Context: an optimization exercise on an open-source flow, tuned for small area, a short achievable clock period and few clock cycles per item. The choices shown serve that exercise and are no tape-out recipe. Where RTL was checked, it was by simulation tests only, not by an equivalence proof against the original. Function not checked in run 7: the RTL went through the layout flow alone.

==> flow/constraint.sdc <==
create_clock -name core_clock -period 6.5 [get_ports {clk}]
set_input_delay 1.3000 -clock core_clock [delete_from_list [all_inputs] [get_ports {clk}]]
set_output_delay 1.3000 -clock core_clock [all_outputs]
set_load 0.01 [all_outputs]
==> flow/config.mk <==
export PLATFORM = sky130hd
export DESIGN_NAME = nru_mulsh
export DESIGN_NICKNAME = nru_mulsh
export VERILOG_FILES = /design/flow/design.v
export SDC_FILE = /design/flow/constraint.sdc
export NUM_CORES = 4
export LEC_CHECK = 0
export CAP_MARGIN = 20
export CORE_MARGIN = 2
export CORE_UTILIZATION = 40
export SLEW_MARGIN = 20
==> flow/run.sh <==
#!/bin/bash
# synth_recipe.tcl (not shown) runs the flow's synth.tcl, then flattens the netlist and writes it again
# the make line also repeats each setting of config.mk as NAME=value (left out here)
make -C /OpenROAD-flow-scripts/flow DESIGN_CONFIG=/design/flow/config.mk WORK_HOME=/design/flow/orfs CLKGATE_MAP_FILE= SYNTH_SCRIPT=/design/flow/synth_recipe.tcl finish
==> flow/design.v <==
module nru_mulsh_add #(parameter W = 8) (
    input  wire [W-1:0] x,
    input  wire [W-1:0] y,
    output wire [W-1:0] s
);
    wire [W-1:0] g0 = x & y;
    wire [W-1:0] p0 = x ^ y;
    reg  [W-1:0] g, p, gn, pn;
    integer i, l;
    always @* begin
        g = g0;
        p = p0;
        for (l = 0; (1 << l) < W; l = l + 1) begin
            gn = g;
            pn = p;
            for (i = 0; i < W; i = i + 1)
                if (((i >> l) & 1) == 1) begin
                    gn[i] = g[i] | (p[i] & g[((i >> l) << l) - 1]);
                    pn[i] = p[i] & p[((i >> l) << l) - 1];
                end
            g = gn;
            p = pn;
        end
    end
    assign s = p0 ^ {g[W-2:0], 1'b0};
endmodule
module nru_mulsh (
    input  wire         clk,
    input  wire         rst_n,       
    input  wire         start,
    input  wire         op,          
    input  wire [63:0]  a,           
    input  wire [63:0]  m_hi,        
    input  wire [63:0]  m_lo,        
    input  wire [7:0]   j,           
    output wire         ready,
    output reg          done,
    output wire [63:0]  res_hi,
    output wire [63:0]  res_lo
);
    localparam K  = 8;           
    localparam NR = K / 2;       
    localparam NS = 64 / K;      
    localparam IW = (NS > 4) ? 3 : (NS > 2) ? 2 : 1;  
    reg          busy;
    reg          fin;        
    reg  [IW-1:0] idx;       
    reg  [NR-1:0] sel1;      
    reg  [NR-1:0] sel2;      
    reg  [NR-1:0] neg;       
    reg  [63:0]  x;          
    reg  [127:0] mc;         
    reg  [7:0]   r_sh;       
    reg  [191:0] acc_s;      
    reg  [191:0] acc_c;      
    assign ready = !busy;
    function [IW:0] nchunks(input [63:0] v);
        integer i;
        begin
            nchunks = 0;
            for (i = 0; i < NS; i = i + 1)
                if (|v[K*i +: K]) nchunks = i + 1;
        end
    endfunction
    function [3*NR-1:0] booth(input [63:0] v, input [IW-1:0] c);
        reg [K:0] t;
        integer i;
        begin
            t = {v[K*c +: K], (c == 0) ? 1'b0 : v[K*c - 1]};
            for (i = 0; i < NR; i = i + 1) begin
                booth[2*NR + i] = t[2*i + 1] ^ t[2*i];
                booth[NR + i]   = (t[2*i + 2] & ~t[2*i + 1] & ~t[2*i]) |
                                  (~t[2*i + 2] & t[2*i + 1] & t[2*i]);
                booth[i]        = t[2*i + 2];
            end
        end
    endfunction
    wire [IW:0]  na   = nchunks(a);
    wire [IW:0]  nb   = nchunks(m_lo);
    wire         swap = !op && (nb < na);
    wire [IW:0]  n    = swap ? nb : na;
    wire [63:0]  xin  = swap ? m_lo : a;
    wire [63:0]  min  = swap ? a : m_lo;
    wire [127:0] mcin = op ? {m_hi, m_lo} : {64'd0, min};
    wire [IW-1:0] ntop = n[IW-1:0] - 1'b1;
    wire         topb = xin[K*ntop + K - 1];
    wire [128:0] mc2 = {mc, 1'b0};
    wire [128:0] mc1 = {1'b0, mc};
    wire [191:0] pp [0:NR-1];
    genvar gi;
    generate
        for (gi = 0; gi < NR; gi = gi + 1) begin : g_pp
            wire [128:0] mag = ({129{sel1[gi]}} & mc1) | ({129{sel2[gi]}} & mc2);
            wire [129:0] one = {neg[gi], mag ^ {129{neg[gi]}}};
            if (gi == 0)
                assign pp[gi] = {{(192 - 133){1'b0}}, ~neg[gi], neg[gi], neg[gi], one};
            else if (gi < NR - 1)
                assign pp[gi] = {{(192 - 132 - 2*gi){1'b0}}, 1'b1, ~neg[gi], one, {(2*gi){1'b0}}};
            else
                assign pp[gi] = {{(192 - 132 - 2*gi){1'b1}}, 1'b1, ~neg[gi], one, {(2*gi){1'b0}}};
        end
    endgenerate
    wire [K-1:0] negs;
    generate
        for (gi = 0; gi < NR; gi = gi + 1) begin : g_neg
            assign negs[2*gi]     = neg[gi];
            assign negs[2*gi + 1] = 1'b0;
        end
    endgenerate
    wire [191:0] as = {acc_s[191-K:0], negs};
    wire [191:0] ac = {acc_c[191-K:0], {K{1'b0}}};
    function [383:0] csa(input [191:0] p, input [191:0] q, input [191:0] r);
        csa = {((p & q) | (p & r) | (q & r)) << 1, p ^ q ^ r};
    endfunction
    wire [191:0] ns, nc;
    generate
        if (NR == 4) begin : g_t6
            wire [191:0] s1, c1, s2, c2, s3, c3;
            assign {c1, s1} = csa(pp[0], pp[1], pp[2]);
            assign {c2, s2} = csa(pp[3], as, ac);
            assign {c3, s3} = csa(s1, c1, s2);
            assign {nc, ns} = csa(s3, c3, c2);
        end else begin : g_t10
            wire [191:0] s1, c1, s2, c2, s3, c3, s4, c4, s5, c5, s6, c6, s7, c7;
            assign {c1, s1} = csa(pp[0], pp[1], pp[2]);
            assign {c2, s2} = csa(pp[3], pp[4], pp[5]);
            assign {c3, s3} = csa(pp[6], pp[7], as);
            assign {c4, s4} = csa(s1, c1, s2);
            assign {c5, s5} = csa(c2, s3, c3);
            assign {c6, s6} = csa(s4, c4, s5);
            assign {c7, s7} = csa(c5, ac, c6);
            assign {nc, ns} = csa(s6, s7, c7);
        end
    endgenerate
    wire [191:0] sum;
    nru_mulsh_add #(.W(192)) u_add (.x(acc_s), .y(acc_c), .s(sum));
    wire [3*NR-1:0] bin = booth(xin, ntop);
    wire [3*NR-1:0] bnx = booth(x, idx);
    always @(posedge clk) begin
        if (!rst_n) begin
            busy <= 1'b0;
            fin  <= 1'b0;
            done <= 1'b0;
        end else begin
            done <= 1'b0;
            if (!busy) begin
                if (start) begin
                    x     <= xin;
                    mc    <= mcin;
                    r_sh  <= op ? j : 8'd0;
                    acc_s <= {64'd0, topb ? mcin : 128'd0};
                    acc_c <= 192'd0;
                    {sel1, sel2, neg} <= bin;
                    idx   <= ntop - 1'b1;
                    if (n == 0)
                        done <= 1'b1;
                    else
                        busy <= 1'b1;
                end
            end else if (fin) begin
                acc_s <= sum;
                fin   <= 1'b0;
                busy  <= 1'b0;
                done  <= 1'b1;
            end else begin
                acc_s <= ns;
                acc_c <= nc;
                {sel1, sel2, neg} <= bnx;
                idx   <= idx - 1'b1;
                if (idx == {IW{1'b1}})
                    fin <= 1'b1;
            end
        end
    end
    assign res_hi = acc_s[127:64];
    wire [191:0] shifted = acc_s >> r_sh;
    assign res_lo = shifted[63:0];
endmodule
==> reports/metrics.cfg, run 1 <==
[synthesis]
synth.yosys.seq_area_share_pct = 24.28
yosys_warnings = 2
syn-num-nets = 9141
ys_seq_elements = 599
synth-edff-count = 596
async_reset_ff_share_pct = 0
yosys-top-cells-count = inv_1 (1162), nand2_1 (991), xnor2_1 (621), edfxtp_1 (596), a22oi_1 (552)
syn-cell-area_um2 = 73940
ys.flop_type = edfxtp_1
synth_most_common_cell = inv_1
synth_area_leaders = edfxtp_1 (24%), fa_1 (14%), mux4_2 (8.0%), xnor2_1 (7.4%), inv_1 (5.9%)
yosysTopAreaCell = edfxtp_1
yosysTopAreaCellShare_pct = 24.20
avgSynthCellArea_um2 = 9.135
syn_inst = 8095
synth.distinct_cells = 85

[global_routing]
grt_pass1_wl_um = 424800
grt_max_degree = 149
grt_overflow = 0
grt_pass1_vias = 62220
antenna_found_initial = 13
track_usage_pct = 30.40

[setup_path]
r2r-end = acc_s[181]
critPathArrivalTime_ns = 4.96
r2r-start = acc_s[5]
criticalPathCategory = flop to output pin
crit_path_start_kind = flop
reg2reg_slack_ns = 0.89
critPathMaxFanout = 38
rr_worst_depth = 14
critPathCaptureType = output pin
critPathRequiredTime_ns = 5.20

[die]
num_io_pins = 334
std_cell_rows = 157
die_w_um = 434.0
die_h_um = 434.0
coreArea_um2 = 183500
initial_utilization_pct = 40.30
die-area_um2 = 188300

[clock_network]
ctsResizeCount = 0
cts_buffer_depth = 3
clock_latency_ns = 0.74
htreeDepth = 3
cts_buffers = 80
cts-root-buf = clkbuf_16
cts_setup_buffers = 0
cts_hold_buf = 0
cts_tree = yes
clkTransAtPathRegs_ns = 0.06
cts.sinks = 599

[min_path]
hold_depth = 2
hold_class = flop to flop
holdPathEnd = fin
holdCritStartpoint = fin

[sta]
finalMaxSlewViolations = 0
max_freq_ghz = 0.1598
fin_crit_ns = 6.260
rsz0062_at_grt = no
setup_viol = 0
holdWs_ns = 0.7572
finalCritPeriodShare_pct = 96.30
clock_skew_ns = 0.04968
layout_setup_ws_ns = 0.2403
setup_tns_ns = 0
hold_viol = 0
tightest_slew_ns = 1.338
relSlewSlack_pct = 10.81

[placed_design]
place_area_um2 = 80190
dp_hpwl_um = 221500
dp_cells = 10510
globalplace.congestion = 0.9727
port_buffers = 333
place_ws_ns = -0.3244

[routing]
wl_per_cell_um = 27.20
postRouteAntennaNets = 0
drcViolationCount = 0
wl_um = 289800
via_per_inst = 5.897
drtPass1Iterations = 6
vias = 62810
drt_iter0_drc = 7049

[finish]
final.fill_count = 17810
regArea_um2 = 17960
drive_above_1_share_pct = 9.554
multi_input_area_um2 = 48670
fin_cells = 10650
finalNetCount = 9171
syn_to_final_growth_pct = 11.95
final_area_um2 = 82780

[job]
drv_cap = 0

[run_status]
outcome = complete, no violations

worst max path at each step:
stage                  start         to  slack, ns
global route         r_sh[1]  res_lo[9]       0.15
finish               r_sh[1]  res_lo[4]       0.24
global placement    m_lo[21]    sel2[1]      -0.34
CTS                  r_sh[1]  res_lo[9]       0.32
floorplan           m_lo[46]    sel2[0]       0.01
detailed placement  m_lo[46]    sel2[1]      -0.32
cell type report:
cell class              count  share of cell area (%)
diodes                      2                0.006046
clock buffers              95                   2.512
clock inverters            47                  0.6167
inverters                1170                   5.332
multi-input cells        5640                   58.80
flip-flops and latches    599                   21.70
well taps                2464                   3.724
repair buffers            634                   7.309
state kept, by name, indices dropped and copies added (netlist names), 3 cells and up:
| name | count |
|---|---|
| acc_c | 189 |
| sel2 | 4 |
| neg | 4 |
| r_sh | 8 |
| mc | 128 |
| x | 64 |
| sel1 | 4 |
| acc_s | 192 |
| idx | 3 |
worst max-delay path, stage by stage (launching register included):
cell and delay, ns:
edfxtp_1 0.32, buf_4 0.36, buf_4 0.50, nand2_1 0.11, o211ai_1 0.10, o21ai_0 0.20, o21ai_0 0.56, a21oi_1 0.20
mux2i_1 0.69, mux4_2 0.37, inv_1 0.04, o22ai_1 0.21, clkdlybuf4s50_1 0.59
cell usage in the layout (no fill, tap or decap), types with 37 or more instances in the layout:
master,synthesis,layout
a22oi_1,552,552
mux2_2,47,47
and2_1,273,272
xor2_1,41,41
clkbuf_16,0,81
clkdlybuf4s50_1,0,332
buf_12,0,37
a21o_1,55,55
fa_1,519,519
inv_1,1162,1160
ha_1,323,321
a21oi_1,159,158
nand2_1,991,989
mux2i_1,263,263
nor3_1,42,42
edfxtp_1,596,596
nand3_1,59,59
xnor2_1,621,621
o22ai_1,100,100
buf_4,85,264
mux4_2,264,264
nor2_1,524,521
o21ai_0,301,301
through the flow:
stage	util, %
finish	45.12
global placement	43.70
floorplan	-
detailed placement	43.70
CTS	45.12
global route	45.12
kinds of logic (layout without fill, tap and decap cells):
| logic type | Yosys count | in the layout | share of synthesized area [%] |
|---|---|---|---|
| flops | 599 | 599 | 24.28 |
| fa+ha+maj | 842 | 842 | 19.52 |
| simple gates | 2073 | 2073 | 12.35 |
| compound gates | 1489 | 1489 | 13.63 |
| xor+xnor | 662 | 662 | 7.841 |
| other cells | 0 | 2 | 0 |
| buf+inv | 1856 | 1946 | 10.06 |
| mux | 574 | 574 | 12.32 |
per-layer routing:
layer / part of all wire [%] / routed length [um] / up-vias / global-route usage (%)
met5: 0.013 / 39 / - / 0
met4: 4.6 / 13380 / 6 / 11.95
met3: 9.8 / 28480 / 557 / 6.572
met2: 44 / 128700 / 3381 / 47.23
met1: 41 / 119200 / 31420 / 41.25
li1: - / - / 27440 / -
Testbench counts, summed over its fixed seeds: cycles 26,945, items 4,800.
==> inputs of run 2 (changes only) <==
--- a/flow/design.v
+++ b/flow/design.v
@@ -38,7 +38,7 @@
     output wire [63:0]  res_hi,
     output wire [63:0]  res_lo
 );
-    localparam K  = 8;           
+    localparam K  = 16;          
     localparam NR = K / 2;       
     localparam NS = 64 / K;      
     localparam IW = (NS > 4) ? 3 : (NS > 2) ? 2 : 1;  
--- a/flow/config.mk
+++ b/flow/config.mk
@@ -8,4 +8,5 @@
 export CAP_MARGIN = 20
 export CORE_MARGIN = 2
 export CORE_UTILIZATION = 40
+export SETUP_SLACK_MARGIN = 2.0
 export SLEW_MARGIN = 20
==> run 2 against run 1 <==
Global-route usage rose by 4.6 points. Worst setup slack gained 1.1 ns. Non-clock buffer count is 798 higher. Sequential share of layout area fell by 6.4 points. Via count up 36%.
==> reports/metrics.cfg, run 2 <==
[run_status]
outcome = complete, no violations

[placed_design]
globalplace.congestion = 0.9940  ; +2.2%
place_area_um2 = 99140  ; +24%
port_buffers = 333  ; unchanged
dp_hpwl_um = 296900  ; +34%

[min_path]
hold_depth = 2  ; unchanged
holdCritStartpoint = fin
holdPathEnd = acc_s[154]
hold_class = flop to flop

[synthesis]
syn_inst = 9483  ; +17%
synth-edff-count = 606  ; +1.7%
yosysTopAreaCellShare_pct = 23.10  ; -1.1 points
avgSynthCellArea_um2 = 9.833  ; +7.6%
synth_area_leaders = fa_1 (23%), edfxtp_1 (20%), xnor2_1 (11%), a22oi_1 (8.8%), mux4_2 (6.1%)
synth.distinct_cells = 86  ; +1.2%
ys_seq_elements = 609  ; +1.7%
synth_most_common_cell = xnor2_1
syn-num-nets = 11100  ; +21%
synth.yosys.seq_area_share_pct = 19.58  ; -4.7 points
async_reset_ff_share_pct = 0  ; unchanged
yosys_warnings = 2  ; unchanged
ys.flop_type = edfxtp_1
yosys-top-cells-count = xnor2_1 (1139), a22oi_1 (1088), fa_1 (1076), inv_1 (940), nand2_1 (691)
yosysTopAreaCell = fa_1
syn-cell-area_um2 = 93250  ; +26%

[routing]
drtPass1Iterations = 9  ; +3
wl_met1_um = 159000  ; +33%
wl_met2_um = 192400  ; +50%
drt_iter0_drc = 12160  ; +72%
wl_um = 460000  ; +59%
top_layer = met5
wl_met3_um = 67440  ; +140%
drcViolationCount = 0  ; unchanged
wl_per_cell_um = 34.90  ; +28%
postRouteAntennaNets = 0  ; unchanged
vias = 85630  ; +36%
via_per_inst = 6.497  ; +10%

[global_routing]
grt_overflow = 0  ; unchanged
grt_max_degree = 169  ; +13%
grt_pass1_wl_um = 597900  ; +41%
grt_pass1_vias = 81170  ; +30%
antenna_found_initial = 41  ; +28
track_usage_pct = 35.00  ; +4.6 points

[sta]
rsz0062_at_grt = yes
relSlewSlack_pct = 14.42  ; +3.6 points
fin_crit_ns = 5.155  ; -1.105 ns
setup_tns_ns = 0  ; unchanged
clock_skew_ns = 0.05341  ; +0.003723 ns
hold_viol = 0  ; unchanged
finalCritPeriodShare_pct = 79.31  ; -17 points
finalMaxSlewViolations = 0  ; unchanged
tightest_slew_ns = 1.284  ; -0.05411 ns
setup_viol = 0  ; unchanged
holdWs_ns = 0.8070  ; +0.04983 ns
max_freq_ghz = 0.1940  ; +21%

[finish]
drive_above_1_share_pct = 29.40  ; +20 points
final_area_um2 = 119600  ; +44%
reg_top3 = acc_s (192), acc_c (188), mc (128)
layout_common_cells = xnor2_1 (1044), fa_1 (940), inv_1 (881)
top_register = acc_s
layout_commonest_cell = xnor2_1
largest_reg_flops = 192  ; unchanged
finalNetCount = 11660  ; +27%
syn_to_final_growth_pct = 28.23

[die]
num_io_pins = 334  ; unchanged
coreArea_um2 = 232100  ; +26%
die_w_um = 486.8  ; +12%
die-area_um2 = 237000  ; +26%
std_cell_rows = 177  ; +13%
die_h_um = 486.8  ; +12%
initial_utilization_pct = 40.18  ; -0.13 points

[setup_path]
criticalPathCategory = flop to output pin
critPathRequiredTime_ns = 5.20  ; about the same
critPathCaptureType = output pin
critPathMaxFanout = 7  ; -82%
crit_path_start_kind = flop
critPathArrivalTime_ns = 3.86  ; -1.10 ns
reg2reg_slack_ns = 1.62  ; +0.73 ns
rr_worst_depth = 19  ; +5
r2r-start = acc_s[40]
r2r-end = acc_s[186]

[clock_network]
clkTransAtPathRegs_ns = 0.07  ; about the same
clock_latency_ns = 0.81  ; +0.07 ns
cts_buffers = 81  ; +1.3%
cts-root-buf = clkbuf_16
htreeDepth = 3  ; unchanged
cts_tree = yes
cts.sinks = 609  ; +1.7%
cts_buffer_depth = 3  ; unchanged
cts_hold_buf = 0  ; unchanged

[job]
drv_cap = 0  ; unchanged

==> run 2: cell types whose count changed after synthesis, sizes merged, moves of 69 or more <==
cell and change:
clkbuf +207, a22oi +536, mux2 +106, xnor2 +518, inv -224, nand2 -300
fa +557, buf +69
==> run 2: cell type report <==
cell class                      count  area (um2)
Timing Repair inverter              9       82.58
Clock buffer                       89        2078
Clock inverter                     58       610.6
Timing Repair Buffer             1432       17330
Multi-Input combinational cell   6963       73620
Antenna cell                       28       70.07
Sequential cell                   609       18270
Inverter                          949        3710
Fill cell                       20370      112500
Tap cell                         3043        3807
==> run 2: worst max-delay path by stage <==
stage / from / to / cells past startpoint
2_1_floorplan: start / acc_c[100] / 2
5_1_grt: r_sh[1] / res_lo[36] / 11
6_report: r_sh[1] / res_lo[2] / 11
3_5_place_dp: a[59] / acc_s[43] / 16
4_1_cts: r_sh[0] / res_lo[44] / 13
3_3_place_gp: a[59] / acc_s[23] / 16
==> run 2: routing by layer <==
layer,track usage (%),up-vias
met2,52.24,7044
li1,-,33780
met1,44.07,42910
met3,11.45,1856
met5,0,-
met4,21.00,38
==> run 2: metrics by stage <==
step	std cells	setup slack, ns	utilization [%]
global placement	12110	0.3206	42.72
detailed placement	12110	0.2641	42.72
finish	13180	1.345	51.52
CTS	12670	1.408	47.15
floorplan	9483	0.4181	-
global route	13170	1.333	51.50
==> run 2: worst max-delay path, cell delays in order, from the launching register on <==
cell,delay (ns)
edfxtp_1,0.53
buf_12,0.21
buf_4,0.19
mux2i_1,0.39
a21oi_1,0.20
mux4_2,0.52
nor2_4,0.12
a21oi_4,0.07
mux4_2,0.52
inv_2,0.07
o22ai_2,0.07
buf_2,0.19
==> run 2: cells by family (layout without fill, tap and decap cells) <==
| logic type | Yosys count | count (layout) | synth area share, % |
|---|---|---|---|
| XOR/XNOR | 1203 | 1203 | 11.30 |
| flip-flops | 609 | 609 | 19.58 |
| adder cells (fa/ha/maj) | 1411 | 1411 | 27.60 |
| other | 0 | 28 | 0 |
| AND/OR/NAND/NOR | 1752 | 1752 | 8.554 |
| AO/OA/AOI/OAI | 1968 | 1968 | 14.64 |
| buffers and inverters | 1911 | 2537 | 7.966 |
| multiplexers | 629 | 629 | 10.37 |
==> run 2: repair_timing <==
item / in CTS / in global routing
pin swaps: 138 / 629
setup endpoints to repair: 408 / 259
gates resized for setup: 1028 / 1148
setup buffers: 358 / 413
cloned: 62 / 67
Testbench counts of run 2, summed over its fixed seeds: cycles 19,500, items 4,800.
==> inputs of run 3 (changes only) <==
--- a/flow/design.v
+++ b/flow/design.v
@@ -134,8 +134,23 @@
     endgenerate
     wire [191:0] sum;
     nru_mulsh_add #(.W(192)) u_add (.x(acc_s), .y(acc_c), .s(sum));
+    reg  [127:0] sumw;
+    always @* begin
+        case (r_sh[7:6])
+            2'd0:    sumw = sum[127:0];
+            2'd1:    sumw = sum[191:64];
+            2'd2:    sumw = {64'd0, sum[191:128]};
+            default: sumw = 128'd0;
+        endcase
+    end
     wire [3*NR-1:0] bin = booth(xin, ntop);
     wire [3*NR-1:0] bnx = booth(x, idx);
+    wire         take = !busy && start;      
+    always @(posedge clk) begin
+        acc_c <= take ? 192'd0 : nc;
+        {sel1, sel2, neg} <= take ? bin : bnx;
+        idx   <= take ? ntop - 1'b1 : idx - 1'b1;
+    end
     always @(posedge clk) begin
         if (!rst_n) begin
             busy <= 1'b0;
@@ -143,36 +158,30 @@
             done <= 1'b0;
         end else begin
             done <= 1'b0;
-            if (!busy) begin
-                if (start) begin
-                    x     <= xin;
-                    mc    <= mcin;
-                    r_sh  <= op ? j : 8'd0;
-                    acc_s <= {64'd0, topb ? mcin : 128'd0};
-                    acc_c <= 192'd0;
-                    {sel1, sel2, neg} <= bin;
-                    idx   <= ntop - 1'b1;
-                    if (n == 0)
-                        done <= 1'b1;
-                    else
-                        busy <= 1'b1;
+            if (take) begin
+                x     <= xin;
+                mc    <= mcin;
+                r_sh  <= op ? j : 8'd0;
+                acc_s <= {64'd0, topb ? mcin : 128'd0};
+                if (n == 0)
+                    done <= 1'b1;
+                else
+                    busy <= 1'b1;
+            end else if (busy) begin
+                if (fin) begin
+                    acc_s <= {sum[191:128], sumw};
+                    fin   <= 1'b0;
+                    busy  <= 1'b0;
+                    done  <= 1'b1;
+                end else begin
+                    acc_s <= ns;
+                    if (idx == {IW{1'b1}})
+                        fin <= 1'b1;
                 end
-            end else if (fin) begin
-                acc_s <= sum;
-                fin   <= 1'b0;
-                busy  <= 1'b0;
-                done  <= 1'b1;
-            end else begin
-                acc_s <= ns;
-                acc_c <= nc;
-                {sel1, sel2, neg} <= bnx;
-                idx   <= idx - 1'b1;
-                if (idx == {IW{1'b1}})
-                    fin <= 1'b1;
             end
         end
     end
     assign res_hi = acc_s[127:64];
-    wire [191:0] shifted = acc_s >> r_sh;
+    wire [126:0] shifted = acc_s[126:0] >> r_sh[5:0];
     assign res_lo = shifted[63:0];
 endmodule
==> run 3 against run 2 <==
Sequential share of layout area decreased by 0.79 points. Via count decreased by 5.4%. Non-clock buffer count decreased by 17. Critical path type is now flop to flop. Routed wire length increased by 3.8%. Still clean. Hold slack got worse by 0.027 ns. Maximum frequency increased by 6.4%. Die area decreased by 7.0%.
==> reports/metrics.cfg, run 3 <==
[clock_network]
clock_latency_ns = 0.79  ; -0.02 ns
clkTransAtPathRegs_ns = 0.07  ; about the same
cts.sinks = 609  ; unchanged
cts_hold_buf = 0  ; unchanged
cts_tree = yes
htreeDepth = 3  ; unchanged
cts_buffer_depth = 3  ; unchanged
cts_buffers = 81  ; unchanged
cts-root-buf = clkbuf_16

[finish]
top_register = acc_s
finalNetCount = 11070  ; -5.0%
reg_top3 = acc_s (192), acc_c (188), mc (128)
layout_common_cells = xnor2_1 (1050), fa_1 (985), a22oi_1 (960)
layout_commonest_cell = xnor2_1
largest_reg_flops = 192  ; unchanged
syn_to_final_growth_pct = 29.04
drive_above_1_share_pct = 26.61  ; -2.8 points
final.fill_count = 19020  ; -6.6%

[placed_design]
port_buffers = 333  ; unchanged
globalplace.congestion = 1.084  ; +9.0%
dp_hpwl_um = 331200  ; +12%

[job]
drv_cap = 0  ; unchanged

[setup_path]
criticalPathCategory = flop to flop
critPathArrivalTime_ns = 5.32  ; +1.46 ns
critPathMaxFanout = 6  ; -1
critPathRequiredTime_ns = 6.98  ; +1.78 ns
critPathCaptureType = flop
crit_path_start_kind = flop

[routing]
via_per_inst = 6.540  ; +0.66%
drcViolationCount = 0  ; unchanged
drtPass1Iterations = 9  ; unchanged
wl_um = 477300  ; +3.8%
vias = 81040  ; -5.4%
wl_per_cell_um = 38.52  ; +10%
postRouteAntennaNets = 0  ; unchanged
drt_iter0_drc = 11950  ; -1.7%

[synthesis]
synth.distinct_cells = 97  ; +13%
syn-num-nets = 10470  ; -5.6%
yosys-top-cells-count = xnor2_1 (1139), fa_1 (1076), a22oi_1 (1070), inv_1 (916), clkbuf_1 (673)
yosysTopAreaCellShare_pct = 24.85  ; +1.8 points
ys.flop_type = edfxtp_1
yosysTopAreaCell = fa_1
async_reset_ff_share_pct = 0  ; unchanged
yosys_warnings = 2  ; unchanged
synth-edff-count = 392  ; -35%
syn_inst = 8858  ; -6.6%
ys_seq_elements = 609  ; unchanged
syn-cell-area_um2 = 86680  ; -7.0%
synth.yosys.seq_area_share_pct = 18.59  ; -0.99 points
synth_area_leaders = fa_1 (25%), edfxtp_1 (14%), xnor2_1 (12%), a22oi_1 (9.3%), dfxtp_1 (5.0%)
synth_most_common_cell = xnor2_1
avgSynthCellArea_um2 = 9.785  ; -0.48%

[sta]
holdWs_ns = 0.7797  ; -0.02737 ns
relSlewSlack_pct = 9.977  ; -4.4 points
rsz0062_at_grt = yes
clock_skew_ns = 0.08429  ; +0.03089 ns
fin_crit_ns = 4.843  ; -0.3117 ns
finalMaxSlewViolations = 0  ; unchanged
max_freq_ghz = 0.2065  ; +6.4%
hold_viol = 0  ; unchanged
tightest_slew_ns = 1.347  ; +0.06372 ns
setup_tns_ns = 0  ; unchanged
finalCritPeriodShare_pct = 74.51  ; -4.8 points
setup_viol = 0  ; unchanged

[global_routing]
grt_overflow = 0  ; unchanged
grt_pass1_vias = 78060  ; -3.8%
grt_pass1_wl_um = 628600  ; +5.1%
antenna_found_initial = 45  ; +9.8%
grt_max_degree = 110  ; -35%
track_usage_pct = 40.42  ; +5.4 points

[die]
coreArea_um2 = 215000  ; -7.3%
num_io_pins = 334  ; unchanged
std_cell_rows = 170  ; -4.0%
die-area_um2 = 220400  ; -7.0%
initial_utilization_pct = 40.31  ; +0.13 points
die_h_um = 469.5  ; -3.6%
die_w_um = 469.5  ; -3.6%

[run_status]
outcome = complete, no violations

[min_path]
hold_class = flop to flop

==> run 3: per-layer routing <==
metal  up-vias  share of wire [%]  track usage (%)
met5         -              0.034                0
met4        26                 11            32.96
met3      1879                 13            12.47
met2      6769                 41            58.80
met1     40880                 35            49.25
li1      31490                  -                -
==> run 3: per-stage QoR <==
stage / util (%) / std cells / worst slack (ns) / cell area (um2)
floorplan: - / 8858 / 1.570 / 87020
global route: 51.98 / 12370 / 1.730 / 111800
detailed placement: 43.46 / 11470 / 0.2465 / 93450
global placement: 43.43 / 11470 / 0.1498 / 93400
CTS: 49.09 / 12120 / 1.773 / 105600
finish: 52.01 / 12390 / 1.657 / 111800
==> run 3: critical path: stages, from the launching register on <==
cell and delay [ns]:
edfxtp_1 0.69, ha_1 0.48, and4_1 0.24, or4b_4 0.48
or4_4 0.65, buf_6 0.17, a211oi_4 0.22, nor3_2 0.06
buf_6 0.14, o31ai_4 0.22, buf_6 0.16, a21oi_4 0.08
xnor2_4 0.20, a222oi_1 0.63, o21ai_1 0.11
==> run 3: final cells by class <==
| cell class | instances | area, um2 | area share [%] |
|---|---|---|---|
| clock inverters | 40 | 493.0 | 0.4408 |
| flip-flops and latches | 609 | 16210 | 14.49 |
| inverters | 927 | 3597 | 3.216 |
| multi-input cells | 6418 | 68670 | 61.40 |
| repair inverters | 6 | 80.08 | 0.07160 |
| repair buffers | 1415 | 16830 | 15.05 |
| diodes | 27 | 67.56 | 0.06041 |
| clock buffers | 112 | 2351 | 2.102 |
| well taps | 2838 | 3551 | 3.175 |
==> run 3: repair_timing <==
action                                  CTS  global route
gates cloned                             53            40
resized for setup                      1123           797
endpoints found under the hold margin     0             0
setup endpoints to repair               316           248
buffers inserted                        446           207
pin swaps                               221           485
==> run 3: worst paths after layout <==
check | endpoint | cells after the start | slack, ns | start
min | neg[1] | 3 | 0.78 | x[3]
max | acc_s[45] | 14 | 1.66 | acc_s[34]
min reg2reg | neg[1] | 3 | 0.78 | x[3]
max reg2reg | acc_s[45] | 14 | 1.66 | acc_s[34]
==> run 3: cells by family after synthesis <==
kind of cell               synth area share (%)
buffers and inverters                     8.227
DFF                                       18.59
muxes                                     7.850
adders and majority gates                 29.67
AOI/OAI and AO/OA                         15.94
and+or+nand+nor                           7.420
xor gates and xnor gates                  12.30
Testbench counts of run 3, summed over its fixed seeds: cycles 19,500, items 4,800.
==> inputs of run 4 (changes only) <==
--- a/flow/config.mk
+++ b/flow/config.mk
@@ -7,6 +7,6 @@
 export LEC_CHECK = 0
 export CAP_MARGIN = 20
 export CORE_MARGIN = 2
-export CORE_UTILIZATION = 40
-export SETUP_SLACK_MARGIN = 2.0
+export CORE_UTILIZATION = 55
+export SETUP_SLACK_MARGIN = 1.5
 export SLEW_MARGIN = 20
==> run 4 against run 3 <==
Still clean on timing, DRC and antenna. Clock skew decreased by 0.042 ns. Synthesized area is the same. Synthesized cell count unchanged. Maximum frequency shrank 6.6%. Non-clock buffer count shrank 479. Worst setup slack lost 0.34 ns.
==> reports/metrics.cfg, run 4 <==
[sta]
clock_skew_ns = 0.04193  ; -0.04237 ns
setup_tns_ns = 0  ; unchanged
finalMaxSlewViolations = 0  ; unchanged
finalCritPeriodShare_pct = 79.79  ; +5.3 points
layout_setup_ws_ns = 1.313  ; -0.3432 ns
rsz0062_at_grt = yes
tightest_slew_ns = 1.326  ; -0.02095 ns
max_freq_ghz = 0.1928  ; -6.6%
hold_viol = 0  ; unchanged
relSlewSlack_pct = 11.38  ; +1.4 points
fin_crit_ns = 5.187  ; +0.3432 ns
setup_viol = 0  ; unchanged

[synthesis]
avgSynthCellArea_um2 = 9.785  ; unchanged
yosysTopAreaCellShare_pct = 24.85  ; unchanged
synth_area_leaders = fa_1 (25%), edfxtp_1 (14%), xnor2_1 (12%), a22oi_1 (9.3%), dfxtp_1 (5.0%)
synth.yosys.seq_area_share_pct = 18.59  ; unchanged
syn_inst = 8858  ; unchanged
synth_most_common_cell = xnor2_1
yosys-top-cells-count = xnor2_1 (1139), fa_1 (1076), a22oi_1 (1070), inv_1 (916), clkbuf_1 (673)
synth.distinct_cells = 97  ; unchanged
syn-num-nets = 10470  ; unchanged
ys_seq_elements = 609  ; unchanged
yosysTopAreaCell = fa_1
async_reset_ff_share_pct = 0  ; unchanged
ys.flop_type = edfxtp_1
yosys_warnings = 2  ; unchanged
syn-cell-area_um2 = 86680  ; unchanged
synth-edff-count = 392  ; unchanged

[routing]
postRouteAntennaNets = 0  ; unchanged
wl_um = 432200  ; -9.5%
drt_iter0_drc = 12910  ; +8.1%
vias = 78100  ; -3.6%
drcViolationCount = 0  ; unchanged
wl_per_cell_um = 38.78  ; +0.68%
drtPass1Iterations = 10  ; +1
wl_met3_um = 65070  ; +1.7%
wl_met2_um = 176000  ; -9.8%
top_layer = met5
wl_met1_um = 144200  ; -13%
via_per_inst = 7.009  ; +7.2%

[setup_path]
slowest_delay_ns = 0.95  ; +0.26 ns
cp_cell_sequence = buf_12 > buf_12 > mux2_2 > mux2i_2 > o21ai_2 > o211ai_1 > o211ai_1 > o21a_1 > dlygate4sd2_1
critPathRequiredTime_ns = 5.20  ; -1.78 ns
criticalPathCategory = flop to output pin
critPathCaptureType = output pin
critPathMaxFanout = 8  ; +2
critical_path.slowest_cell = o211ai_1
crit_path_start_kind = flop
critPathArrivalTime_ns = 3.89  ; -1.43 ns

[die]
num_io_pins = 334  ; unchanged
std_cell_rows = 145  ; -15%
die_h_um = 401.0  ; -15%
die_w_um = 401.0  ; -15%
die-area_um2 = 160800  ; -27%
initial_utilization_pct = 55.43  ; +15 points
coreArea_um2 = 156400  ; -27%

[placed_design]
dp_cells = 10700  ; -6.7%
dp_hpwl_um = 331700  ; +0.15%
globalplace.congestion = 1.078  ; -0.58%
port_buffers = 333  ; unchanged
place_ws_ns = 0.1236  ; -0.1229 ns

[global_routing]
grt_max_degree = 165  ; +50%
track_usage_pct = 52.25  ; +12 points
antenna_found_initial = 55  ; +22%
grt_pass1_vias = 75660  ; -3.1%
grt_overflow = 0  ; unchanged
grt_pass1_wl_um = 589100  ; -6.3%

[finish]
multi_input_area_um2 = 64680  ; -5.8%
regArea_um2 = 16210  ; about the same
final.fill_count = 12890  ; -32%
top_register = acc_s
layout_commonest_cell = xnor2_1
layout_common_cells = xnor2_1 (1120), fa_1 (1076), a22oi_1 (1070)
reg_top3 = acc_s (192), acc_c (188), mc (128)
largest_reg_flops = 192  ; unchanged
drive_above_1_share_pct = 14.15  ; -12 points
syn_to_final_growth_pct = 14.82
fin_cells = 11140  ; -10%
finalNetCount = 10590  ; -4.4%

[job]
drv_cap = 0  ; unchanged

[clock_network]
clkTransAtPathRegs_ns = 0.06  ; about the same
cts_buffers = 79  ; -2.5%
clock_latency_ns = 0.73  ; -0.06 ns
cts-root-buf = clkbuf_16
cts.sinks = 609  ; unchanged
htreeDepth = 3  ; unchanged
cts_hold_buf = 0  ; unchanged
cts_tree = yes
cts_buffer_depth = 3  ; unchanged

[min_path]
hold_class = flop to flop

[run_status]
outcome = complete, no violations

## run 4: cell types whose count changed in the layout (fill, tap and decap cells not counted), moves of 56 or more
cell	previous run	this run
buf_12	213	95
a22oi_2	110	0
xnor2_1	1050	1120
buf_16	88	11
fa_2	91	0
buf_6	104	19
nand2_1	420	492
xnor2_2	74	18
clkdlybuf4s50_1	159	271
a22oi_1	960	1070
fa_1	985	1076
o21ai_0	97	170
buf_4	627	461
## run 4: final cells by class
type | count | share of cell area (%)
diodes | 49 | 0.1232
clock buffers | 111 | 2.346
clock inverters | 35 | 0.4174
inverters | 927 | 3.553
multi-input cells | 6418 | 64.99
flip-flops and latches | 609 | 16.29
well taps | 2058 | 2.587
repair buffers | 936 | 9.695
## run 4: layer usage
layer,global-route usage (%),up-vias
li1,-,30480
met1,62.72,38700
met2,73.74,6980
met3,20.00,1902
met4,44.09,34
met5,0.6244,-
## run 4: cell families after synthesis
group           after synthesis  share of synthesized area, %
compound gates             1940                         15.94
xor+xnor                   1217                         12.30
fa+ha+maj                  1410                         29.67
buf+inv                    1832                         8.227
flops                       609                         18.59
mux                         503                         7.850
simple gates               1347                         7.420
## run 4: path summary, 6_finish.rpt
path	from	endpoint	slack [ns]	cells past startpoint
worst max-delay path	r_sh[1]	res_lo[61]	1.31	9
worst min-delay path	busy	fin	0.72	2
worst max register to register	acc_s[60]	acc_s[44]	1.43	15
worst min register to register	busy	fin	0.72	2
## run 4: worst max-delay path: cells and delay by family, from the launching register on
kind                   cells  cell delay (ns)
AO/OA/AOI/OAI              4             1.45
buffers and inverters      3             0.64
multiplexers               2             0.59
flip-flops                 1             0.48
## run 4: metrics by stage
stage / cell area (um2) / hold WS [ns] / util, %
6_report: 99520 / 0.7173 / 63.64
5_1_grt: 99430 / 0.8261 / 63.58
4_1_cts: 97330 / 0.7085 / 62.24
3_5_place_dp: 92360 / 0.6860 / 59.06
3_3_place_gp: 92360 / 0.6939 / 59.06
2_1_floorplan: 86720 / 0.5790 / -
## run 4: timing repair
item	4_1_cts	5_1_grt
setup endpoints to repair	227	184
gates resized for setup	177	190
gates cloned	11	4
pin swaps	23	40
buffers inserted	127	105
==> inputs of run 5 (changes only) <==
--- a/flow/design.v
+++ b/flow/design.v
@@ -53,6 +53,8 @@
     reg  [7:0]   r_sh;       
     reg  [191:0] acc_s;      
     reg  [191:0] acc_c;      
+    reg          first;      
+    reg          r_topb;     
     assign ready = !busy;
     function [IW:0] nchunks(input [63:0] v);
         integer i;
@@ -75,6 +77,14 @@
             end
         end
     endfunction
+    function [6:0] bitlen(input [63:0] v);
+        integer i;
+        begin
+            bitlen = 7'd0;
+            for (i = 0; i < 64; i = i + 1)
+                if (v[i]) bitlen = i + 1;
+        end
+    endfunction
     wire [IW:0]  na   = nchunks(a);
     wire [IW:0]  nb   = nchunks(m_lo);
     wire         swap = !op && (nb < na);
@@ -83,6 +93,7 @@
     wire [63:0]  min  = swap ? a : m_lo;
     wire [127:0] mcin = op ? {m_hi, m_lo} : {64'd0, min};
     wire [IW-1:0] ntop = n[IW-1:0] - 1'b1;
+    wire         zero = (n == 0) || (op && j[7] && (j[6:0] >= bitlen(a)));
     wire         topb = xin[K*ntop + K - 1];
     wire [128:0] mc2 = {mc, 1'b0};
     wire [128:0] mc1 = {1'b0, mc};
@@ -108,7 +119,7 @@
         end
     endgenerate
     wire [191:0] as = {acc_s[191-K:0], negs};
-    wire [191:0] ac = {acc_c[191-K:0], {K{1'b0}}};
+    wire [191:0] ac = {acc_c[191-K:0] | {{(64-K){1'b0}}, mc & {128{first & r_topb}}}, {K{1'b0}}};
     function [383:0] csa(input [191:0] p, input [191:0] q, input [191:0] r);
         csa = {((p & q) | (p & r) | (q & r)) << 1, p ^ q ^ r};
     endfunction
@@ -148,6 +159,8 @@
     wire         take = !busy && start;      
     always @(posedge clk) begin
         acc_c <= take ? 192'd0 : nc;
+        first <= take;
+        r_topb <= topb;
         {sel1, sel2, neg} <= take ? bin : bnx;
         idx   <= take ? ntop - 1'b1 : idx - 1'b1;
     end
@@ -162,8 +175,8 @@
                 x     <= xin;
                 mc    <= mcin;
                 r_sh  <= op ? j : 8'd0;
-                acc_s <= {64'd0, topb ? mcin : 128'd0};
-                if (n == 0)
+                acc_s <= 192'd0;
+                if (zero)
                     done <= 1'b1;
                 else
                     busy <= 1'b1;
==> run 5 against run 4 <==
Critical path depth is 2 higher. Count of clock-buffer cells in the layout is 6 lower. Flip-flop and latch count is 2 higher. Routed wire length is 5.7% lower. Cell count is 6.7% higher. Still clean on timing, DRC and antenna. Global-route usage is 4.3 points lower. Sequential share of layout area is 0.38 points lower. Highest routed layer unchanged. Worst setup slack better by 0.11 ns. Critical endpoint is now res_lo[18].
==> reports/metrics.cfg, run 5 <==
[run_status]
outcome = complete, no violations

[synthesis]
yosysTopAreaCell = fa_1
yosys-top-cells-count = inv_1 (1168), xnor2_1 (1139), fa_1 (1080), a22oi_1 (1062), clkbuf_1 (596)
synth.distinct_cells = 94  ; -3.1%
syn_inst = 9496  ; +7.2%
syn-cell-area_um2 = 89230  ; +2.9%
synth-edff-count = 392  ; unchanged
synth.yosys.seq_area_share_pct = 18.11  ; -0.49 points
yosys_warnings = 2  ; unchanged
async_reset_ff_share_pct = 0  ; unchanged
synth_most_common_cell = inv_1
ys.flop_type = edfxtp_1
avgSynthCellArea_um2 = 9.396  ; -4.0%
synth_area_leaders = fa_1 (24%), edfxtp_1 (13%), xnor2_1 (11%), a22oi_1 (8.9%), dfxtp_1 (4.9%)
syn-num-nets = 11120  ; +6.2%
yosysTopAreaCellShare_pct = 24.23  ; -0.62 points
ys_seq_elements = 611  ; +0.33%

[setup_path]
critPathMaxFanout = 11  ; +3
slowest_delay_ns = 0.55  ; -0.40 ns
critPathArrivalTime_ns = 3.78  ; -0.11 ns
criticalPathCategory = flop to output pin
cp_cell_sequence = buf_6 > buf_12 > buf_16 > mux4_2 > mux2i_2 > nand2_1 > o21ai_0 > mux2i_1 > nand2_1 > o21ai_0 > clkdlybuf4s50_1
reg2reg_slack_ns = 1.45  ; +0.02 ns
crit_path_start_kind = flop
critPathCaptureType = output pin
critPathRequiredTime_ns = 5.20  ; about the same
critical_path.slowest_cell = mux4_2

[clock_network]
clkTransAtPathRegs_ns = 0.06  ; about the same
clock_latency_ns = 0.77  ; +0.04 ns
cts_tree = yes
htreeDepth = 3  ; unchanged
cts_buffer_depth = 3  ; unchanged
cts-root-buf = clkbuf_16
cts.sinks = 611  ; +0.33%
cts_buffers = 80  ; +1.3%

[finish]
largest_reg_flops = 192  ; unchanged
reg_top3 = acc_s (192), acc_c (188), mc (128)
layout_commonest_cell = inv_1
layout_common_cells = inv_1 (1162), xnor2_1 (1133), fa_1 (1077)
syn_to_final_growth_pct = 14.44
top_register = acc_s
finalNetCount = 11260  ; +6.3%
drive_above_1_share_pct = 13.23  ; -0.92 points

[routing]
drt_iter0_drc = 12490  ; -3.3%
wl_per_cell_um = 34.28  ; -12%
drcViolationCount = 0  ; unchanged
drtPass1Iterations = 10  ; unchanged
postRouteAntennaNets = 0  ; unchanged
via_per_inst = 6.747  ; -3.7%
vias = 80200  ; +2.7%
wl_um = 407500  ; -5.7%

[global_routing]
grt_pass1_vias = 78150  ; +3.3%
grt_pass1_wl_um = 567300  ; -3.7%
antenna_found_initial = 36  ; -35%
grt_overflow = 0  ; unchanged
grt_max_degree = 148  ; -10%
track_usage_pct = 47.98  ; -4.3 points

[placed_design]
dp_hpwl_um = 309100  ; -6.8%
port_buffers = 333  ; unchanged
globalplace.congestion = 1.100  ; +2.1%

[die]
die_w_um = 406.8  ; +1.4%
initial_utilization_pct = 55.51  ; +0.082 points
coreArea_um2 = 160800  ; +2.8%
std_cell_rows = 147  ; +1.4%
num_io_pins = 334  ; unchanged
die-area_um2 = 165500  ; +2.9%
die_h_um = 406.8  ; +1.4%

[min_path]
hold_class = flop to flop

[sta]
finalCritPeriodShare_pct = 78.15  ; -1.6 points
setup_tns_ns = 0  ; unchanged
rsz0062_at_grt = yes
clock_skew_ns = 0.05957  ; +0.01765 ns
fin_crit_ns = 5.080  ; -0.1068 ns
tightest_slew_ns = 1.323  ; -0.003892 ns
hold_viol = 0  ; unchanged
max_freq_ghz = 0.1969  ; +2.1%
setup_viol = 0  ; unchanged
finalMaxSlewViolations = 0  ; unchanged
relSlewSlack_pct = 11.19  ; -0.18 points

[job]
drv_cap = 0  ; unchanged

==> run 5: cell types whose count changed after synthesis, sizes merged, moves of 14 or more <==
cell | before | now
inv | 924 | 1174
a21oi | 231 | 368
nor2 | 305 | 393
buf | 232 | 308
clkbuf | 673 | 597
nand2 | 497 | 565
o21ai | 231 | 291
a22o | 34 | 4
a211oi | 23 | 51
a221o | 32 | 10
a21o | 78 | 64
or3 | 4 | 18
==> run 5: path summary, 6_finish.rpt <==
check                  from    endpoint  depth (start not counted)
setup reg to reg  acc_s[40]   acc_s[99]                         13
setup / recovery    r_sh[0]  res_lo[18]                         11
hold reg to reg        busy         fin                          2
hold / removal         busy         fin                          2
==> run 5: worst max-delay path: cells and delay by family (launching register included) <==
| family | cells | cell delay, ns |
|---|---|---|
| buf+inv | 4 | 1.10 |
| flops | 1 | 0.52 |
| compound gates | 2 | 0.27 |
| simple gates | 2 | 0.23 |
| mux | 3 | 0.89 |
==> run 5: kinds of logic (layout without fill, tap and decap cells) <==
| group | after synthesis | after routing | share of synthesized area (%) |
|---|---|---|---|
| DFF | 611 | 611 | 18.11 |
| adders and majority gates | 1417 | 1417 | 28.96 |
| AOI/OAI and AO/OA | 2141 | 2141 | 16.39 |
| muxes | 483 | 483 | 7.390 |
| buffers and inverters | 2083 | 2290 | 9.141 |
| and+or+nand+nor | 1548 | 1548 | 8.113 |
| xor gates and xnor gates | 1213 | 1213 | 11.91 |
| other | 0 | 23 | 0 |
==> run 5: cell type report <==
cell class,instances,area [um2]
Timing Repair inverter,1,8.758
Antenna cell,23,57.56
Multi-Input combinational cell,6802,66010
Timing Repair Buffer,962,9940
Clock inverter,44,420.4
Sequential cell,611,16250
Fill cell,13380,58640
Inverter,1178,4523
Clock buffer,105,2206
Tap cell,2160,2703
==> run 5: layer usage <==
metal / up-vias / routed length [um] / global-route usage [%] / part of all wire, %
li1: 32390 / - / - / -
met5: - / 465 / 0.3271 / 0.11
met2: 6534 / 168400 / 69.17 / 41
met1: 39650 / 139400 / 58.27 / 34
met4: 22 / 34650 / 30.80 / 8.5
met3: 1609 / 64550 / 21.17 / 16
==> run 5: repair_timing <==
item | in CTS | in global routing
endpoints found under the hold margin | 0 | 0
endpoints found under the setup margin | 236 | 161
pin swaps | 20 | 24
cloned | 8 | 9
setup buffers | 69 | 165
hold buffers | 0 | 0
gates resized for setup | 197 | 211
==> run 5: per-stage QoR <==
stage	instance area (um2)	utilization (%)	setup WS (ns)	cells	hold WS [ns]
after floorplan	89270	-	1.433	9496	0.5519
after global placement	95030	59.12	0.3143	11460	0.5971
after detailed placement	95040	59.12	0.2153	11460	0.6029
after CTS	99210	61.72	1.411	11690	0.6226
after global routing	102100	63.50	1.308	11870	0.6840
final	102100	63.52	1.420	11890	0.6185
Testbench counts of run 5, summed over its fixed seeds: cycles 17,871, items 4,800.
==> inputs of run 6 (changes only) <==
==> flow/flow/run.sh (new file) <==
#!/bin/bash
# Layout: the standard flow (standard.sh) unchanged, except that buffer_ports puts a
# buf_4 on each input and output port instead of its default pick (clkdlybuf4s50_1, a
# slow delay cell). make's full output goes to standard.log; ORFS keeps each step's own
# log under orfs/logs/.
set -euo pipefail
export BUFFER_PORTS_ARGS="-buffer_cell sky130_fd_sc_hd__buf_4"
bash standard.sh > standard.log 2>&1
==> flow/standard.sh (new file) <==
#!/bin/bash
# synth_recipe.tcl (not shown) runs the flow's synth.tcl, then flattens the netlist and writes it again
# the make line also repeats each setting of config.mk as NAME=value (left out here)
make -C /OpenROAD-flow-scripts/flow DESIGN_CONFIG=/design/flow/config.mk WORK_HOME=/design/flow/orfs CLKGATE_MAP_FILE= SYNTH_SCRIPT=/design/flow/synth_recipe.tcl "${@:-finish}"
removed: flow/run.sh
==> run 6 against run 5 <==
Still clean on timing, DRC and antenna. Sequential share of layout area increased by 0.17 points. Critical path depth unchanged. Count of clock-buffer cells in the layout increased by 1. First-iteration DRC count decreased by 1.9%. Core utilization decreased by 0.65 points. Cell count decreased by 0.13%. Die area unchanged. Global-route usage increased by 0.45 points. Final area decreased by 1.0%. Flip-flop and latch count unchanged. Largest cell class unchanged.
==> reports/metrics.cfg, run 6 <==
[run_status]
outcome = complete, no violations

[setup_path]
critPathLaunch = neg[5]
critPathCaptureType = flop
slowest_delay_ns = 0.85  ; +0.30 ns
cp_cell_sequence = inv_16 > buf_16 > xnor2_1 > fa_1 > fa_1 > fa_1 > fa_1 > inv_1 > fa_1 > a22oi_1 > o21ai_2
critical_path.slowest_cell = fa_1
worst-path-buf-inv = 3  ; -1
critPathArrivalTime_ns = 5.55  ; +1.77 ns
setup.worst_path.end = acc_s[86]
crit_path_start_kind = flop
cpMostUsedCell = fa_1
critPathMaxFanout = 43  ; +32
path_delay_family = adder cells
worst-path-stages = 11  ; unchanged
reg2reg_slack_ns = 1.44  ; about the same
critPathRequiredTime_ns = 6.99  ; +1.79 ns
criticalPathCategory = flop to flop
r2r-start = neg[5]
rr_worst_depth = 11  ; -2
r2r-end = acc_s[86]

[synthesis]
synth_xor_xnor_area_share_pct = 11.91  ; unchanged
synth_top_family_by_area = adder cells
yosysTopAreaCell = fa_1
avgSynthCellArea_um2 = 9.396  ; unchanged
syn_inst = 9496  ; unchanged
syn-cell-area_um2 = 89230  ; unchanged
yosysTopAreaCellShare_pct = 24.23  ; unchanged
yosys_warnings = 2  ; unchanged
ys_seq_elements = 611  ; unchanged
synth_area_leaders = fa_1 (24%), edfxtp_1 (13%), xnor2_1 (11%), a22oi_1 (8.9%), dfxtp_1 (4.9%)
syn-num-nets = 11120  ; unchanged
synth.yosys.seq_area_share_pct = 18.11  ; unchanged
synth_most_common_cell = inv_1
synth-edff-count = 392  ; unchanged
yosys-top-cells-count = inv_1 (1168), xnor2_1 (1139), fa_1 (1080), a22oi_1 (1062), clkbuf_1 (596)
async_reset_ff_share_pct = 0  ; unchanged
ys.flop_type = edfxtp_1
synth.distinct_cells = 94  ; unchanged
synth_compound_area_share_pct = 16.39  ; unchanged
synth-simple-area-share_pct = 8.113  ; unchanged
muxShareOfSynthArea_pct = 7.390  ; unchanged
yosys.area_share.adder_pct = 28.96  ; unchanged

[global_routing]
grt_max_degree = 161  ; +8.8%
antenna_found_initial = 36  ; unchanged
grt_pass1_vias = 78180  ; +0.035%
grt_pass1_wl_um = 570400  ; +0.55%
grt_overflow = 0  ; unchanged
track_usage_pct = 48.43  ; +0.45 points

[sta]
clock_skew_ns = 0.05288  ; -0.006692 ns
holdWs_ns = 0.5971  ; -0.02140 ns
hold_viol = 0  ; unchanged
rsz0062_at_grt = yes
relSlewSlack_pct = 19.39  ; +8.2 points
max_freq_ghz = 0.1977  ; +0.42%
setup_tns_ns = 0  ; unchanged
finalCritPeriodShare_pct = 77.82  ; -0.33 points
setup_viol = 0  ; unchanged
finalMaxSlewViolations = 0  ; unchanged
tightest_slew_ns = 1.205  ; -0.1179 ns
fin_crit_ns = 5.059  ; -0.02123 ns

[routing]
via_per_inst = 6.762  ; +0.21%
vias = 80260  ; +0.076%
drcViolationCount = 0  ; unchanged
wl_per_cell_um = 34.61  ; +0.95%
drt_iter0_drc = 12260  ; -1.9%
drtPass1Iterations = 10  ; unchanged
wl_um = 410800  ; +0.81%
postRouteAntennaNets = 0  ; unchanged

[clock_network]
cts.sinks = 611  ; unchanged
clkTransAtPathRegs_ns = 0.06  ; about the same
cts_tree = yes
htreeDepth = 3  ; unchanged
cts_buffers = 80  ; unchanged
clock_latency_ns = 0.78  ; about the same
cts-root-buf = clkbuf_16
cts_buffer_depth = 3  ; unchanged

[finish]
layout_common_cells = inv_1 (1163), xnor2_1 (1129), fa_1 (1075)
layout_commonest_cell = inv_1
largest_reg_flops = 192  ; unchanged
multi_input_area_um2 = 65630  ; -0.59%
finalNetCount = 11240  ; -0.13%
utilization_pct = 62.87  ; -0.65 points
syn_to_final_growth_pct = 13.27
reg_top3 = acc_s (192), acc_c (188), mc (128)
final.fill_count = 13550  ; +1.3%
top_register = acc_s
regArea_um2 = 16250  ; about the same
drive_above_1_share_pct = 15.94  ; +2.7 points

[die]
die_h_um = 406.8  ; unchanged
num_io_pins = 334  ; unchanged
initial_utilization_pct = 55.51  ; unchanged
die-area_um2 = 165500  ; unchanged
std_cell_rows = 147  ; unchanged
die_w_um = 406.8  ; unchanged
coreArea_um2 = 160800  ; unchanged

[min_path]
hold_class = flop to flop

[placed_design]
dp_hpwl_um = 312100  ; +0.97%
port_buffers = 333  ; unchanged
globalplace.congestion = 1.129  ; +2.6%

[job]
drv_cap = 0  ; unchanged

-- run 6: cell types whose count changed in the layout (fill, tap and decap cells not counted), moves of 8 or more --
| cell | delta |
|---|---|
| buf_4 | +304 |
| nand2_2 | -8 |
| buf_12 | +12 |
| dlygate4sd2_1 | -15 |
| o21ai_0 | +22 |
| dlymetal6s2s_1 | -32 |
| clkdlybuf4s50_1 | -285 |
| mux2i_2 | -9 |
| nand2_1 | +8 |
| o21ai_2 | -20 |
| mux2i_1 | +29 |
| mux2i_4 | -20 |
-- run 6: worst min-delay path: cells and delay by family (launching register included) --
| kind | cells | cell delay [ns] |
|---|---|---|
| and+or+nand+nor | 1 | 0.12 |
| AOI/OAI and AO/OA | 1 | 0.13 |
| DFF | 1 | 0.33 |
-- run 6: through the flow --
step	cell area (um2)	std cells	setup WS [ns]
floorplan	89270	9496	1.433
global placement	94030	11420	0.5521
detailed placement	94040	11430	0.6581
CTS	97660	11620	1.420
global route	101000	11860	1.400
finish	101100	11870	1.441
-- run 6: layout make-up --
class	count	area share, %
Antenna cell	22	0.05447
Clock buffer	106	2.248
Clock inverter	43	0.5274
Inverter	1178	4.439
Multi-Input combinational cell	6802	64.93
Sequential cell	611	16.08
Tap cell	2160	2.674
Timing Repair Buffer	948	9.047
-- run 6: worst min path at each step --
| stage | startpoint | cells after the start | to | slack, ns |
|---|---|---|---|---|
| final | busy | 2 | fin | 0.60 |
| after global routing | busy | 2 | fin | 0.65 |
| after CTS | busy | 2 | fin | 0.60 |
| after detailed placement | busy | 2 | fin | 0.60 |
| after global placement | busy | 2 | fin | 0.57 |
| after floorplan | busy | 2 | fin | 0.55 |
-- run 6: repair_timing --
action                                 in CTS  in global routing
gates cloned                                4                  5
endpoints found under the hold margin       0                  0
resized for setup                          73                137
hold buffers                                0                  0
buffers inserted                           39                214
setup endpoints to repair                 192                177
pin swaps                                   1                 12
-- run 6: cell families (layout without fill, tap and decap cells) --
| kind of cell | Yosys count | count (layout) |
|---|---|---|
| DFF | 611 | 611 |
| buffers and inverters | 2083 | 2275 |
| and+or+nand+nor | 1548 | 1548 |
| xor gates and xnor gates | 1213 | 1213 |
| AOI/OAI and AO/OA | 2141 | 2141 |
| muxes | 483 | 483 |
| adders and majority gates | 1417 | 1417 |
| other | 0 | 22 |
-- run 6: metal layers --
| metal | part of all wire, % | up-vias | global-route usage, % |
|---|---|---|---|
| met5 | 0.23 | - | 0.7434 |
| met4 | 8.8 | 36 | 31.71 |
| met3 | 16 | 1616 | 21.72 |
| met2 | 41 | 6535 | 68.37 |
| met1 | 34 | 39740 | 59.55 |
| li1 | - | 32330 | - |
==> inputs of run 7 (changes only) <==
==> flow/design.v (replaced) <==
module nru_mulsh (
    input  wire         clk,
    input  wire         rst_n,       
    input  wire         start,
    input  wire         op,          
    input  wire [63:0]  a,           
    input  wire [63:0]  m_hi,        
    input  wire [63:0]  m_lo,        
    input  wire [7:0]   j,           
    output wire         ready,
    output reg          done,
    output reg  [63:0]  res_hi,
    output reg  [63:0]  res_lo
);
    localparam [1:0] S_IDLE = 2'd0, S_MUL = 2'd1, S_SHIFT = 2'd2;
    reg  [1:0]   state;
    reg  [6:0]   cnt;
    reg          r_op;
    reg  [7:0]   r_j;
    reg  [127:0] mcand;      
    reg  [192:0] prod;
    assign ready = (state == S_IDLE);
    wire [128:0] sum       = {1'b0, prod[191:64]} + (prod[0] ? {1'b0, mcand} : 129'd0);
    wire [192:0] prod_next = {1'b0, sum, prod[63:1]};
    wire [191:0] shifted   = prod[191:0] >> r_j;
    always @(posedge clk) begin
        if (!rst_n) begin
            state <= S_IDLE;
            done  <= 1'b0;
        end else begin
            done <= 1'b0;
            case (state)
                S_IDLE: if (start) begin
                    r_op  <= op;
                    r_j   <= j;
                    mcand <= op ? {m_hi, m_lo} : {64'd0, m_lo};
                    prod  <= {129'd0, a};
                    cnt   <= 7'd64;
                    state <= S_MUL;
                end
                S_MUL: begin
                    prod <= prod_next;
                    cnt  <= cnt - 7'd1;
                    if (cnt == 7'd1)
                        state <= S_SHIFT;
                end
                S_SHIFT: begin
                    if (r_op) begin
                        res_hi <= 64'd0;
                        res_lo <= shifted[63:0];
                    end else begin
                        res_hi <= prod[127:64];
                        res_lo <= prod[63:0];
                    end
                    done  <= 1'b1;
                    state <= S_IDLE;
                end
                default: state <= S_IDLE;
            endcase
        end
    end
endmodule
==> flow/run.sh (new file) <==
#!/bin/bash
# synth_recipe.tcl (not shown) runs the flow's synth.tcl, then flattens the netlist and writes it again
# the make line also repeats each setting of config.mk as NAME=value (left out here)
make -C /OpenROAD-flow-scripts/flow DESIGN_CONFIG=/design/flow/config.mk WORK_HOME=/design/flow/orfs CLKGATE_MAP_FILE= SYNTH_SCRIPT=/design/flow/synth_recipe.tcl finish
--- a/flow/config.mk
+++ b/flow/config.mk
@@ -7,6 +7,5 @@
 export LEC_CHECK = 0
 export CAP_MARGIN = 20
 export CORE_MARGIN = 2
-export CORE_UTILIZATION = 55
-export SETUP_SLACK_MARGIN = 1.5
+export CORE_UTILIZATION = 40
 export SLEW_MARGIN = 20
removed: flow/flow/run.sh
removed: flow/standard.sh
==> run 7 against run 6 <==
Clock skew fell by 0.021 ns. Routed wire length fell by 62%. Synthesized cell count fell by 53%. Count of clock-buffer cells in the layout fell by 44. Critical path type unchanged. Synthesized area fell by 55%. Worst setup slack improved by 0.096 ns. Critical path depth rose by 3.
==> reports/metrics.cfg, run 7 <==
[synthesis]
synth.yosys.seq_area_share_pct = 34.84  ; +17 points
yosysTopAreaCell = edfxtp_1
synth.distinct_cells = 84  ; -11%
yosys_warnings = 1  ; -1
ys_seq_elements = 467  ; -24%
synth-edff-count = 464  ; +18%
syn-num-nets = 4801  ; -57%
syn-cell-area_um2 = 40170  ; -55%
yosys-top-cells-count = nand2_1 (821), nor2_1 (562), edfxtp_1 (464), a21oi_1 (284), mux4_2 (234)
ys.flop_type = edfxtp_1
async_reset_ff_share_pct = 0  ; unchanged

[sta]
tightest_slew_ns = 1.184  ; -0.02056 ns
setup_viol = 0  ; unchanged
relSlewSlack_pct = 20.22  ; +0.83 points
finalMaxSlewViolations = 0  ; unchanged
hold_viol = 0  ; unchanged
fin_crit_ns = 4.962  ; -0.09635 ns

[placed_design]
dp_hpwl_um = 120500  ; -61%
place_area_um2 = 44300  ; -53%
port_buffers = 333  ; unchanged
globalplace.congestion = 1.028  ; -9.0%

[global_routing]
grt_pass1_vias = 34390  ; -56%
grt_max_degree = 198  ; +23%

[finish]
layout_commonest_cell = nand2_1
finalNetCount = 4897  ; -56%
drive_above_1_share_pct = 9.377  ; -6.6 points
final.fill_count = 9739  ; -28%
layout_common_cells = nand2_1 (821), nor2_1 (561), edfxtp_1 (464)
largest_reg_flops = 192  ; unchanged

[setup_path]
critPathMaxFanout = 111  ; +160%
critPathRequiredTime_ns = 6.89  ; -0.10 ns
criticalPathCategory = flop to flop
crit_path_start_kind = flop

[routing]
vias = 36160  ; -55%
postRouteAntennaNets = 0  ; unchanged
wl_um = 155100  ; -62%
wl_per_cell_um = 26.27  ; -24%
drtPass1Iterations = 8  ; -2

[die]
std_cell_rows = 116  ; -21%
die-area_um2 = 103000  ; -38%
num_io_pins = 334  ; unchanged
initial_utilization_pct = 40.22  ; -15 points
die_w_um = 320.9  ; -21%

[run_status]
outcome = complete, no violations

[clock_network]
ctsResizeCount = 0  ; -100%
cts_hold_buf = 0  ; unchanged
clock_latency_ns = 0.67  ; -0.11 ns
cts_buffers = 55  ; -31%

[run 7: area by class of cell]
| class | count | area, um2 | area share [%] |
|---|---|---|---|
| multi-input combinational | 3602 | 24640 | 53.42 |
| sequential | 467 | 13990 | 30.33 |
| clock buffer | 62 | 1444 | 3.129 |
| tap | 1298 | 1624 | 3.520 |
| inverter | 61 | 241.5 | 0.5234 |
| clock inverter | 40 | 396.6 | 0.8597 |
| timing repair buffer | 375 | 3794 | 8.222 |
[run 7: metrics by stage]
stage | TNS (ns) | hold slack [ns] | std cells
floorplan | -64.17 | 0.5486 | 4466
global placement | 0 | 0.5972 | 5803
detailed placement | 0 | 0.6001 | 5803
CTS | 0 | 0.6221 | 5905
global route | 0 | 0.6540 | 5905
finish | 0 | 0.6189 | 5905
[run 7: kinds of logic after synthesis]
kind of cell    share of synthesized area [%]
fa+ha+maj                               4.099
compound gates                          15.38
xor+xnor                                2.333
buf+inv                                 3.937
simple gates                            21.58
mux                                     17.84
flops                                   34.84
[run 7: critical path, cell delays in order (launching register included)]
cell and delay, ns:
edfxtp_1 0.41, buf_12 0.20, and2_1 0.28, ha_1 0.23
fa_1 0.46, a211oi_1 0.34, o211ai_1 0.20, and4b_1 0.29
o31a_1 0.39, o2111ai_1 0.48, a2111oi_2 0.23, o2111a_1 0.39
o21ai_2 0.35, o21ai_2 0.13, o2bb2ai_1 0.14
[run 7: layer usage]
metal | part of all wire [%] | GRT usage, %
met2 | 46 | 47.14
met3 | 7.1 | 3.992
met4 | 3.7 | 10.32
met5 | 0 | 0
met1 | 43 | 40.82
[run 7: worst paths after layout]
kind,depth (start not counted),from,slack [ns],to
max,14,prod[0],1.54,prod[191]
min,2,prod[36],0.62,prod[35]
max reg2reg,14,prod[0],1.54,prod[191]
min reg2reg,2,prod[36],0.62,prod[35]

==> separate check: timing with driven ports <==
In the flow no input, the clock included, has a driving cell. The finished layouts below were timed again as built, in two steps. Step 1 assumes that a clkbuf_16 drives the clock port and a buf_2 every other input. Step 2, shift: input delay + t, output delay - t, t = (earliest + latest rising clock arrival at the registers) / 2. This alone moves slack from input paths to output paths. a / b / c = ideal ports / drivers / drivers and shift; a / b = the first two.
run | t, ns | setup slack, ns | hold slack, ns | slew at the worst register clock pin (ns) | worst data-port slew with drivers (ns)
run 1 | 0.799 | 0.240 / 0.150 / -0.362 | 0.757 / 0.757 / 0.757 | 0.07 / 0.07 | 0.07
run 2 | 0.881 | 1.345 / 1.244 / 1.176 | 0.807 / 0.807 / 0.807 | 0.08 / 0.08 | 0.13
run 3 | 0.843 | 1.657 / 1.587 / 1.009 | 0.780 / 0.780 / 0.780 | 0.07 / 0.07 | 0.13
run 4 | 0.801 | 1.313 / 1.221 / 0.735 | 0.717 / 0.717 / 0.717 | 0.07 / 0.07 | 0.11
run 5 | 0.824 | 1.420 / 1.333 / 0.742 | 0.619 / 0.619 / 0.619 | 0.08 / 0.08 | 0.10
run 6 | 0.841 | 1.441 / 1.441 / 0.933 | 0.597 / 0.597 / 0.597 | 0.07 / 0.07 | 0.09
run 7 | 0.721 | 1.538 / 1.538 / 1.538 | 0.619 / 0.619 / 0.619 | 0.07 / 0.07 | 0.05
With both steps, setup timing fails in run 1, where it was met with ideal ports. The setup slack of run 5, which loses most, moves by -0.087 ns with the drivers and by -0.678 ns with both steps.
